What follows belongs to an exercise in optimizing a design on an open flow for small area, a short achievable clock period and few clock cycles per item; a production flow would make more cautious choices.
In this exercise RTL edits were held to simulation tests only and were not proved equivalent to the original.
Power is estimated from default activity; no workload was simulated.

== job 8742 ==
==> flow/design.v (excerpt) <==
module modbus_engine #(
    parameter N_COIL    = 64,
    parameter N_DI      = 32,
    parameter N_HR      = 32,
    parameter N_IR      = 16,
    parameter BASE_COIL = 16'h0010,
    parameter BASE_DI   = 16'h0200,
    parameter BASE_HR   = 16'h0100,
    parameter BASE_IR   = 16'h0300,
    parameter EXC_ADDR  = 8'h02
) (
    input  wire               clk,
    input  wire               rst,
    input  wire               rx_valid,
    input  wire [7:0]         rx_data,
    output wire               rx_ready,
    output wire               tx_valid,
    output wire [7:0]         tx_data,
    output wire               tx_last,
    input  wire               tx_ready,
    input  wire [N_DI-1:0]    di_in,
    input  wire [16*N_IR-1:0] ir_in
);
Settings: LEC_CHECK=0, CAP_MARGIN=70, CORE_MARGIN=2, CORE_UTILIZATION=50, CTS_CLUSTER_DIAMETER=70, CTS_CLUSTER_SIZE=30, PLACE_DENSITY=0.6, SLEW_MARGIN=70; clock period 12.0 ns.
standard.sh (not shown) runs the stock make flow with config.mk's settings and CLKGATE_MAP_FILE= SYNTH_SCRIPT=/design/flow/synth_recipe.tcl, a recipe that flattens the netlist after the stock synthesis.
==> flow/flow/run.sh <==
#!/bin/bash
# The standard layout; only the port buffer cell is chosen here (buf_2
# instead of the buffer ORFS picks by default). Every tool's output goes to
# standard.log in this folder.
export BUFFER_PORTS_ARGS="-buffer_cell sky130_fd_sc_hd__buf_2"
bash standard.sh > standard.log 2>&1
Testbench counts of job 8742, summed over its fixed seeds: cycles 64,209, items 3,200.
Modified inputs, job 2638 compared to job 8742
- changing SLEW_MARGIN from 70 to 60
- changing CAP_MARGIN from 70 to 60
--- outcome ---
Every stage of the flow completed for job 2638, and the final layout passed the timing, design-rule and antenna checks.
Job 2638 against job 8742: layout overhead on the synthesized area fell 2.0 points; final weighted congestion in routability-driven placement held; cell count fell by 56; power density over cell area went up; post-route standard cell area excluding fillers shows a reduction of about 1.7%.
Initial antenna violation count, job 2638 and job 8742: larger value in job 8742
Job 8742 → job 2638: total power draw higher; count of TritonRoute iterations in the first routing pass picked up an extra 2; clock power now sits higher; combinational power has decreased.
## Diff of input files: job 1869 against job 2638
- CORE_UTILIZATION changed from 50 to 45
==> comparison <==
Measured against each other, job 1869 and job 2638 differ in setup slack, the higher figure coming from job 2638.
Looking at final area across both flows, job 1869 is the weaker of the two, with job 2638 ahead.
Of job 1869 and job 2638, the run reporting the higher maximum fanout count along the critical path was job 2638.
Diff job 2638 -> job 1869 | register-to-register slack | decrease of 0.13 ns
On part of the total power dissipated in the clock network, the higher figure sits with job 1869, not job 2638.
Input changes introduced in job 4949 (baseline for comparison: job 1869):
- CORE_UTILIZATION now 50, was 45
- CTS_CLUSTER_SIZE now 28, was 30
- CTS_CLUSTER_DIAMETER now 60, was 70
[summary]
- Job 4949 was carried through to the last stage, and its layout satisfied the timing, design-rule and antenna checks.
- In the metrics for job 1869 and job 4949, the one carrying the higher number of antenna violations at the first check in global routing is job 1869.
- Against job 1869 as the reference, job 4949 delivers a lower worst hold margin.
- The higher proportion of power drawn by the clock network of job 1869 and job 4949 is in job 4949.
- Between job 4949 and job 1869, it is job 4949 whose total power is higher, by about 9%.
- On job 4949: number of cells on the critical path is 3 higher than what job 1869 gave.
- Min worst max-slew margin expressed relative to the limit across job 1869 and job 4949: job 4949
- Against job 1869, job 4949 comes in 0.24 ns lower on worst endpoint required time.
- Job 4949 and job 1869 ended up with roughly the same layout net count.
- On register-to-register slack, the lower figure sits with job 1869, not job 4949.
- Diff job 1869 -> job 4949 | post-CTS clock slew at the launch and capture registers of the worst setup and hold paths | decrease of 0.02 ns
For job 2470, these inputs were changed with respect to job 4949:
- a change of SLEW_MARGIN from 60 to 50
- a change of CTS_CLUSTER_SIZE from 28 to 30
- a change of CTS_CLUSTER_DIAMETER from 60 to 70
- a change of CAP_MARGIN from 60 to 50
Design area came out lower on job 2470 than on job 4949. Job 2470 vs job 4949 — clock buffer count from CTS dropped by more than a quarter. Final clock period utilization by the worst path: job 2470 vs job 4949 up 1.8 points.

========
Setup of north:
Starting RTL as in the previous note.
clock: 12.0 ns
lec_check: 0
cap_margin: 60
core_margin: 2
core_utilization: 50
cts_cluster_diameter: 80
cts_cluster_size: 32
place_density: 0.6
slew_margin: 60
Scripts as last shown in full above: flow/flow/run.sh
In summary, north completed successfully, with a layout that passed the timing, design-rule and antenna checks.
Testbench counts of north, summed over its fixed seeds: cycles 64,209, items 3,200.
### north -> south
Settings: changing PLACE_DENSITY from 0.6 to 0.5; changing CTS_CLUSTER_DIAMETER from 80 to 70; changing CTS_CLUSTER_SIZE from 32 to 30.
--- outcome ---
north reports its termination of the worst setup path as rg32_r$_DFFE_PP_ while south reports d0[6]$_DFFE_PP_. Of north and south, south shows the higher post-synthesis to final-layout area growth, with north below it. Status: non-clock buffer count parity (north, south). The sequential share of layout area in south sits 0.35 points below the value recorded for north.

## static timing again, ports no longer ideal
Ports are ideal in the flow. The routed layouts listed here were re-timed in OpenROAD. Step 1 sets driving cells, clkbuf_16 on the clock port and buf_2 on the other inputs (assumed; they add their load-dependent delay and slew). Step 2 also shifts input and output timing later by t, the mid clock arrival at the registers, as if the neighbouring blocks saw the same clock. Three values: ideal ports, drivers, drivers and shift; two values: the first two.
| run | t, ns | setup slack, ns | worst data-port slew with drivers (ns) |
|---|---|---|---|
| job 8742 | 0.719 | 8.235 / 8.277 / 7.561 | 0.20 |
| job 2638 | 0.738 | 8.319 / 8.312 / 7.622 | 0.19 |
| job 1869 | 0.774 | 8.186 / 8.235 / 7.461 | 0.18 |
| job 4949 | 0.735 | 8.264 / 8.304 / 7.571 | 0.18 |
| job 2470 | 0.732 | 8.046 / 8.046 / 7.460 | 0.17 |
| north | 0.704 | 8.243 / 8.287 / 7.584 | 0.18 |
| south | 0.744 | 8.168 / 8.168 / 7.495 | 0.15 |
After both steps setup and hold are still met in every run listed. For job 1869, which loses most, drivers alone change the setup slack by +0.049 ns; drivers and shift together by -0.725 ns.
